Context: an optimization exercise on an open-source flow, tuned for small area, a short achievable clock period and few clock cycles per item. The choices shown serve that exercise and are no tape-out recipe.
In this exercise RTL edits were held to simulation tests only and were not proved equivalent to the original.
Power is estimated from default activity; no workload was simulated.

### design/flow/run.sh
#!/bin/bash
# synth_recipe.tcl (not shown) runs the flow's synth.tcl, then flattens the netlist and writes it again
# the make line also repeats each setting of config.mk as NAME=value (left out here)
make -C /OpenROAD-flow-scripts/flow DESIGN_CONFIG=/design/flow/config.mk WORK_HOME=/design/flow/orfs CLKGATE_MAP_FILE= SYNTH_SCRIPT=/design/flow/synth_recipe.tcl finish
### design/flow/config.mk
export PLATFORM = sky130hd
export DESIGN_NAME = geohash_enc
export DESIGN_NICKNAME = geohash_enc
export VERILOG_FILES = /design/flow/design.v
export SDC_FILE = /design/flow/constraint.sdc
export NUM_CORES = 4
export LEC_CHECK = 0
export CAP_MARGIN = 20
export CORE_MARGIN = 2
export CORE_UTILIZATION = 30
export SETUP_SLACK_MARGIN = 1.0
export SLEW_MARGIN = 20
### design/flow/constraint.sdc
create_clock -name core_clock -period 17.0 [get_ports {clk}]
set_input_delay 3.4000 -clock core_clock [delete_from_list [all_inputs] [get_ports {clk}]]
set_output_delay 3.4000 -clock core_clock [all_outputs]
set_load 0.01 [all_outputs]
### design/flow/design.v
module ghe_fadd (
    input  wire [63:0] a,
    input  wire [63:0] b,
    output reg  [63:0] sum,
    output reg         special
);
    reg        sa, sb, s_big, s_small;
    reg [10:0] ea, eb, e_big, e_small;
    reg [52:0] ma, mb, m_big, m_small;
    reg [10:0] dexp;
    reg [111:0] small_sh;
    reg [55:0] x_big, x_small;
    reg [56:0] raw;
    reg [55:0] norm;
    reg [12:0] e_norm;
    reg [5:0]  lz;
    reg [5:0]  lshift;
    reg [53:0] m_rnd;
    reg        rnd_up;
    reg [12:0] e_out;
    integer    i;
    always @* begin
        sa = a[63];
        sb = b[63];
        ea = (a[62:52] == 11'd0) ? 11'd1 : a[62:52];
        eb = (b[62:52] == 11'd0) ? 11'd1 : b[62:52];
        ma = {a[62:52] != 11'd0, a[51:0]};
        mb = {b[62:52] != 11'd0, b[51:0]};
        special = (a[62:52] == 11'h7FF) || (b[62:52] == 11'h7FF);
        if ({ea, ma} >= {eb, mb}) begin
            s_big = sa; e_big = ea; m_big = ma;
            s_small = sb; e_small = eb; m_small = mb;
        end else begin
            s_big = sb; e_big = eb; m_big = mb;
            s_small = sa; e_small = ea; m_small = ma;
        end
        dexp     = e_big - e_small;
        small_sh = {m_small, 3'b000, 56'd0} >> dexp;
        x_small  = {small_sh[111:57], small_sh[56] | (|small_sh[55:0])};
        x_big    = {m_big, 3'b000};
        if (s_big == s_small)
            raw = {1'b0, x_big} + {1'b0, x_small};
        else
            raw = {1'b0, x_big} - {1'b0, x_small};
        lz     = 6'd0;
        lshift = 6'd0;
        for (i = 0; i < 56; i = i + 1)
            if (raw[i]) lz = 6'd55 - i[5:0];
        if (raw[56]) begin
            norm   = {raw[56:2], raw[1] | raw[0]};
            e_norm = {2'b00, e_big} + 13'd1;
        end else begin
            if ({7'd0, lz} > {2'b00, e_big} - 13'd1)
                lshift = e_big[5:0] - 6'd1;
            else
                lshift = lz;
            norm   = raw[55:0] << lshift;
            e_norm = {2'b00, e_big} - {7'd0, lshift};
        end
        rnd_up = norm[2] & (norm[1] | norm[0] | norm[3]);
        m_rnd  = {1'b0, norm[55:3]} + {53'd0, rnd_up};
        e_out  = e_norm;
        if (m_rnd[53]) begin
            m_rnd = m_rnd >> 1;
            e_out = e_norm + 13'd1;
        end
        if (raw == 57'd0)
            sum = {s_big & s_small, 63'd0};
        else if (e_out >= 13'd2047) begin
            sum     = {s_big, 11'h7FF, 52'd0};
            special = 1'b1;
        end else
            sum = {s_big, (m_rnd[52] ? e_out[10:0] : 11'd0), m_rnd[51:0]};
    end
endmodule
module ghe_code #(
    parameter K = 2
) (
    input  wire        neg,       
    input  wire        zero,      
    input  wire        special,   
    input  wire [10:0] es,        
    input  wire [56:0] q,
    input  wire        rem_nz,
    output reg  [31:0] code
);
    reg [52:0] m;
    reg        g, st, up;
    reg [53:0] mr;
    reg signed [13:0] lsb;    
    reg signed [13:0] sh;     
    reg [13:0] n;
    reg [84:0] wide;
    reg [105:0] wide_r;
    reg [31:0] ipart;
    reg        frac;
    always @* begin
        if (q[56]) begin
            m   = q[56:4];
            g   = q[3];
            st  = (|q[2:0]) | rem_nz;
            lsb = $signed({3'b000, es}) - 14'sd1075 - 14'sd9 - K + 14'sd4;
        end else begin
            m   = q[55:3];
            g   = q[2];
            st  = (|q[1:0]) | rem_nz;
            lsb = $signed({3'b000, es}) - 14'sd1075 - 14'sd9 - K + 14'sd3;
        end
        up = g & (st | m[0]);
        mr = {1'b0, m} + {53'd0, up};
        if (mr[53]) begin
            mr  = mr >> 1;
            lsb = lsb + 14'sd1;
        end
        sh    = lsb + 14'sd32;
        ipart = 32'd0;
        frac  = 1'b0;
        wide  = 85'd0;
        wide_r = 106'd0;
        n     = 14'd0;
        if (sh >= 14'sd32) begin
            ipart = 32'd0;
        end else if (sh >= 14'sd0) begin
            wide  = {32'd0, mr[52:0]} << sh[4:0];
            ipart = wide[31:0];
        end else begin
            n = -sh;
            if (n >= 14'd53) begin
                ipart = 32'd0;
                frac  = 1'b1;
            end else begin
                wide_r = {mr[52:0], 53'd0} >> n[5:0];
                ipart  = wide_r[84:53];
                frac   = |wide_r[52:0];
            end
        end
        if (special || zero)
            code = 32'd0;
        else if (neg)
            code = 32'd0 - ipart - {31'd0, frac};
        else
            code = ipart;
    end
endmodule
module geohash_enc (
    input  wire        clk,
    input  wire        rst,
    input  wire        in_valid,
    output wire        in_ready,
    input  wire [63:0] in_lat,
    input  wire [63:0] in_lng,
    input  wire [6:0]  in_bits,
    output wire        out_valid,
    input  wire        out_ready,
    output reg  [63:0] out_hash
);
    localparam [63:0] R_LAT = 64'h4056800000000000;   
    localparam [63:0] R_LNG = 64'h4066800000000000;   
    localparam [5:0]  DIVISOR = 6'd45;
    localparam        DIV_STEPS = 62;                  
    localparam [2:0] S_IDLE = 3'd0, S_ADD = 3'd1, S_DIV = 3'd2,
                     S_PACK = 3'd3, S_OUT = 3'd4;
    reg [2:0]  state;
    reg [63:0] lat_r, lng_r;
    reg [6:0]  bits_r;
    wire [63:0] sum_lat, sum_lng;
    wire        spc_lat, spc_lng;
    ghe_fadd u_add_lat (.a(lat_r), .b(R_LAT), .sum(sum_lat), .special(spc_lat));
    ghe_fadd u_add_lng (.a(lng_r), .b(R_LNG), .sum(sum_lng), .special(spc_lng));
    reg        neg_lat, neg_lng, zero_lat, zero_lng, sp_lat, sp_lng;
    reg [10:0] es_lat, es_lng;
    reg [61:0] dvd_lat, dvd_lng;    
    reg [56:0] q_lat, q_lng;
    reg [5:0]  rem_lat, rem_lng;
    reg [5:0]  step;
    wire [6:0] trial_lat = {rem_lat, dvd_lat[61]};
    wire [6:0] trial_lng = {rem_lng, dvd_lng[61]};
    wire       ge_lat    = trial_lat >= {1'b0, DIVISOR};
    wire       ge_lng    = trial_lng >= {1'b0, DIVISOR};
    wire [6:0] diff_lat  = trial_lat - {1'b0, DIVISOR};
    wire [6:0] diff_lng  = trial_lng - {1'b0, DIVISOR};
    wire [31:0] code_lat, code_lng;
    ghe_code #(.K(2)) u_code_lat (
        .neg(neg_lat), .zero(zero_lat), .special(sp_lat), .es(es_lat),
        .q(q_lat), .rem_nz(rem_lat != 6'd0), .code(code_lat));
    ghe_code #(.K(3)) u_code_lng (
        .neg(neg_lng), .zero(zero_lng), .special(sp_lng), .es(es_lng),
        .q(q_lng), .rem_nz(rem_lng != 6'd0), .code(code_lng));
    reg [63:0] full;
    integer    i;
    always @* begin
        for (i = 0; i < 32; i = i + 1) begin
            full[2*i]     = code_lat[i];
            full[2*i + 1] = code_lng[i];
        end
    end
    wire [6:0]  rshift = 7'd64 - bits_r;
    wire [63:0] hash   = (bits_r == 7'd0) ? 64'd0 : (full >> rshift[5:0]);
    assign in_ready  = (state == S_IDLE);
    assign out_valid = (state == S_OUT);
    always @(posedge clk) begin
        if (rst) begin
            state    <= S_IDLE;
            lat_r    <= 64'd0;
            lng_r    <= 64'd0;
            bits_r   <= 7'd0;
            neg_lat  <= 1'b0; neg_lng  <= 1'b0;
            zero_lat <= 1'b0; zero_lng <= 1'b0;
            sp_lat   <= 1'b0; sp_lng   <= 1'b0;
            es_lat   <= 11'd0; es_lng  <= 11'd0;
            dvd_lat  <= 62'd0; dvd_lng <= 62'd0;
            q_lat    <= 57'd0; q_lng   <= 57'd0;
            rem_lat  <= 6'd0; rem_lng  <= 6'd0;
            step     <= 6'd0;
            out_hash <= 64'd0;
        end else begin
            case (state)
                S_IDLE: if (in_valid) begin
                    lat_r  <= in_lat;
                    lng_r  <= in_lng;
                    bits_r <= in_bits;
                    state  <= S_ADD;
                end
                S_ADD: begin
                    neg_lat  <= sum_lat[63];
                    neg_lng  <= sum_lng[63];
                    zero_lat <= (sum_lat[62:52] == 11'd0);
                    zero_lng <= (sum_lng[62:52] == 11'd0);
                    sp_lat   <= spc_lat;
                    sp_lng   <= spc_lng;
                    es_lat   <= sum_lat[62:52];
                    es_lng   <= sum_lng[62:52];
                    dvd_lat  <= {1'b1, sum_lat[51:0], 9'd0};
                    dvd_lng  <= {1'b1, sum_lng[51:0], 9'd0};
                    q_lat    <= 57'd0;
                    q_lng    <= 57'd0;
                    rem_lat  <= 6'd0;
                    rem_lng  <= 6'd0;
                    step     <= 6'd0;
                    state    <= S_DIV;
                end
                S_DIV: begin
                    dvd_lat <= dvd_lat << 1;
                    dvd_lng <= dvd_lng << 1;
                    q_lat   <= {q_lat[55:0], ge_lat};
                    q_lng   <= {q_lng[55:0], ge_lng};
                    rem_lat <= ge_lat ? diff_lat[5:0] : trial_lat[5:0];
                    rem_lng <= ge_lng ? diff_lng[5:0] : trial_lng[5:0];
                    step    <= step + 6'd1;
                    if (step == DIV_STEPS - 1)
                        state <= S_PACK;
                end
                S_PACK: begin
                    out_hash <= hash;
                    state    <= S_OUT;
                end
                S_OUT: if (out_ready) begin
                    state <= S_IDLE;
                end
                default: state <= S_IDLE;
            endcase
        end
    end
endmodule
==> results by group <==
Logic synthesis
  – Yosys warns: 4
  – Synth top area share: 10.3%
  – Top cells by area, synth: dfxtp_1, nand2_1, a21oi_1, nor2_1, mux2i_1
  – Count leader, synth: nand2_1
  – Fraction of registers with async set/reset: 0%
  – #FFs+latches synth: 468
  – Post-synth EDFFs: 0
  – Post-Syn Instances: 14.0k
  – Synth cell count leaders: nand2_1, nor2_1, a21oi_1
  – Largest area contributor in the netlist: dfxtp_1
  – Netlist cell types: 134
  – Seq/Total Area, Yosys: 10.3%
  – Syn Std Cell Area: 90,800 µm²
  – Post-Syn Area per Cell: 6.48 µm²
  – Ys flop type: dfxtp_1

Detailed routing
  – Routed wire per std cell: 28.1 µm
  – Via count: 115k
  – Routed Antenna Nets: 0
  – Via density: 6.43
  – DR pass1 iterations: 9
  – Initial DRC count: 16.6k
  – Routed WL: 504,000 µm
  – DRC: 0

Min path
  – Hold Crit Depth: 2
  – Min-Delay Path Class: flop to flop
  – Hold Startpoint: out_hash[46]
  – WHS Endpoint: out_hash[46]

Clocking
  – Sinks on the clock net: 468
  – CTS Buf Count: 60
  – Clock Tree Root: clkbuf_16
  – CTS tree: yes
  – Clk Latency, worst-skew pair: 0.83 ns
  – H-tree Lvls: 2
  – CTS clk-pin slew, worst paths: 0.06 ns
  – CTS Buffer Depth: 3

Layout
  – Layout Nets: 14.4k
  – Post-Layout Cell Count: 17.9k
  – Share of layout cells above drive strength 1: 9.47%
  – Fillcell total: 33.2k
  – Synth-to-Final Area Change: 12.2%
  – Post-route cell area: 102,000 µm²

Power and ir drop
  – Power per Cell Area: 103 nW/µm²
  – Leakage: 0.0394 µW
  – Internal power: 4520 µW
  – Psw: 5990 µW
  – Sequential cell fraction of total power: 11.8%
  – Clock share of power: 13.6%
  – Switch share: 57.0%
  – IR drop worst, VDD: 0.102 mV
  – Logic gate share of total power: 74.6%

Outcome
  – Outcome: no timing/DRC/antenna violations

GRT
  – Vias in the first global route: 104k
  – Largest net degree at the start of global routing: 104
  – Initial antenna violation count: 21
  – Gr usage total: 30.9%
  – Grt ovf: 0
  – First-pass GRT wire length: 727,000 µm

Worst setup path
  – Setup crit start: lng_r[62]
  – Endpoint type of the worst setup path: flop
  – FF-to-FF End: es_lng[4]
  – Cells on worst reg2reg path: 44
  – Crit path launch type: flop
  – CP Max Fanout: 33
  – Reg2reg start: lng_r[62]
  – Reg2Reg Setup Slack: 1.17 ns
  – CP max-delay cell: a211oi_2
  – WP data arrival: 16.49 ns
  – CP peak stage delay: 0.77 ns
  – WP data required: 17.66 ns
  – CP Class: flop to flop

Die
  – IO Pins: 205
  – Die Y: 554 µm
  – Die W: 554 µm
  – Core Region: 301,000 µm²
  – Die ar.: 307,000 µm²
  – Initial Util: 30.2%
  – Cell Rows: 201

Place
  – Post-DP HPWL: 401,000 µm
  – Post-DP Area: 99,300 µm²
  – Routability cong.: 1.07
  – Port bufs: 204
  – Dpl cells: 17.8k

Timing
  – Max transition margin: 15.8%
  – Clock skew: 0.102 ns
  – Fin. Hold Viols: 0
  – Worst slew pin tran: 1.25 ns
  – Final setup vio count: 0
  – Unrepaired setup endpoints after global routing: yes
  – Final Slew Violations: 0
  – Max frequency: 63.2 MHz
  – Fin Setup TNS: 0 ns
  – Final period util: 93.1%
  – Min Tclk post-route: 15.83 ns

Run
  – Max Cap Viol: 0
metal layers:
| layer | vias to the layer above | GRT usage, % | routed length, µm |
|---|---|---|---|
| met5 | - | 0 | 115 |
| met4 | 12 | 17.3 | 34100 |
| met3 | 1283 | 5.49 | 47500 |
| met2 | 6858 | 46.4 | 210000 |
| met1 | 54924 | 41.5 | 212000 |
| li1 | 52259 | - | - |
final cells by class:
cell class / count / area (µm²) / area share (%)
inverters: 470 / 1770 / 1.73
clock inverters: 33 / 495 / 0.486
clock buffers: 79 / 1680 / 1.65
well taps: 3958 / 4950 / 4.86
flip-flops and latches: 468 / 9390 / 9.22
diodes: 24 / 60.1 / 0.0590
multi-input cells: 12014 / 76200 / 74.8
repair buffers: 878 / 7310 / 7.17
worst max-delay path: cells and delay by family (launching register included):
family / cells / cell delay (ns)
compound gates: 19 / 6.58
buf+inv: 6 / 2.17
flops: 1 / 0.59
xor+xnor: 1 / 0.18
fa+ha+maj: 1 / 0.30
mux: 1 / 0.37
simple gates: 16 / 5.43
placed cells by master (no fill, tap or decap), drive strengths merged, types with 190 or more instances in the layout:
cell type      instances
nand2               1673
inv                  469
nor3                 419
a211oi               272
a21oi               1232
xnor2                327
a22oi                350
and2                 245
mux2i                477
ha                   328
nand3                477
clkdlybuf4s50        203
nor2                1510
o22ai                190
a31oi                194
o21ai                915
buf                  673
dfxtp                468
o211ai               209
cells by family after synthesis:
| kind of cell | share of synthesized area (%) |
|---|---|
| buffers and inverters | 6.58 |
| and+or+nand+nor | 29.5 |
| adders and majority gates | 4.61 |
| xor gates and xnor gates | 4.79 |
| DFF | 10.3 |
| muxes | 7.67 |
| other | 0.00413 |
| AOI/OAI and AO/OA | 36.5 |
worst max path at each step:
stage | depth (start not counted) | end
6_report | 44 | es_lng[4]
4_1_cts | 45 | es_lng[4]
5_1_grt | 52 | es_lng[4]
2_1_floorplan | 70 | out_hash[12]
3_3_place_gp | 45 | es_lng[4]
3_5_place_dp | 45 | es_lng[2]
what timing repair did:
action	in CTS	in global routing
endpoints found under the setup margin	65	153
pin swaps	0	2
hold buffers	0	0
gates resized for setup	4	28
setup buffers	0	9
metrics by stage:
stage / hold WS [ns] / setup WS (ns) / total power [µW] / util (%)
after floorplan: 0.436 / 3.51 / 6060 / -
after global placement: 0.442 / 0.474 / 8750 / 33.1
after detailed placement: 0.447 / 0.576 / 8690 / 33.1
after CTS: 0.459 / 1.06 / 10200 / 33.8
after global routing: 0.485 / 0.988 / 11000 / 33.9
final: 0.451 / 1.17 / 10500 / 33.9
state kept, by name, summed over array words and instances (netlist names), 3 cells and up:
signal,count
lat_r,64
q_lat,57
out_hash,64
dvd_lng,53
step,6
bits_r,7
rem_lat,6
rem_lng,6
es_lng,11
dvd_lat,53
lng_r,64
state,3
es_lat,11
q_lng,57
power groups by stage:
stage	Combinational [µW]	Sequential (µW)	Clock (µW)
2_1_floorplan	4870	1200	0
3_3_place_gp	7500	1260	0
3_5_place_dp	7430	1260	0
4_1_cts	7470	1230	1460
5_1_grt	8220	1240	1500
6_report	7840	1240	1430
Testbench counts, summed over its fixed seeds: cycles 198,000, items 3,000.

re-timing with driven ports:
The flow's constraints put no driver on any port. The routed layout listed below was extracted and timed again, unchanged, in two steps. Step 1, drivers: a clkbuf_16 drives clk and a buf_2 each remaining input, both assumed. Step 2, shift: input delay + t, output delay - t, t = (earliest + latest rising clock arrival at the registers) / 2. This alone moves slack from input paths to output paths. a / b / c = no drivers / after step 1 / after step 2; a / b = the first two.
t, ns: 0.874
slack for setup (ns): 1.175 / 1.175 / 1.175
worst setup path after step 2: register to register
pins driven straight from the clock port: 1
After both steps this run still meets setup and hold. The setup slack of this run moves by 0.000 ns with the drivers and by 0.000 ns with both steps.
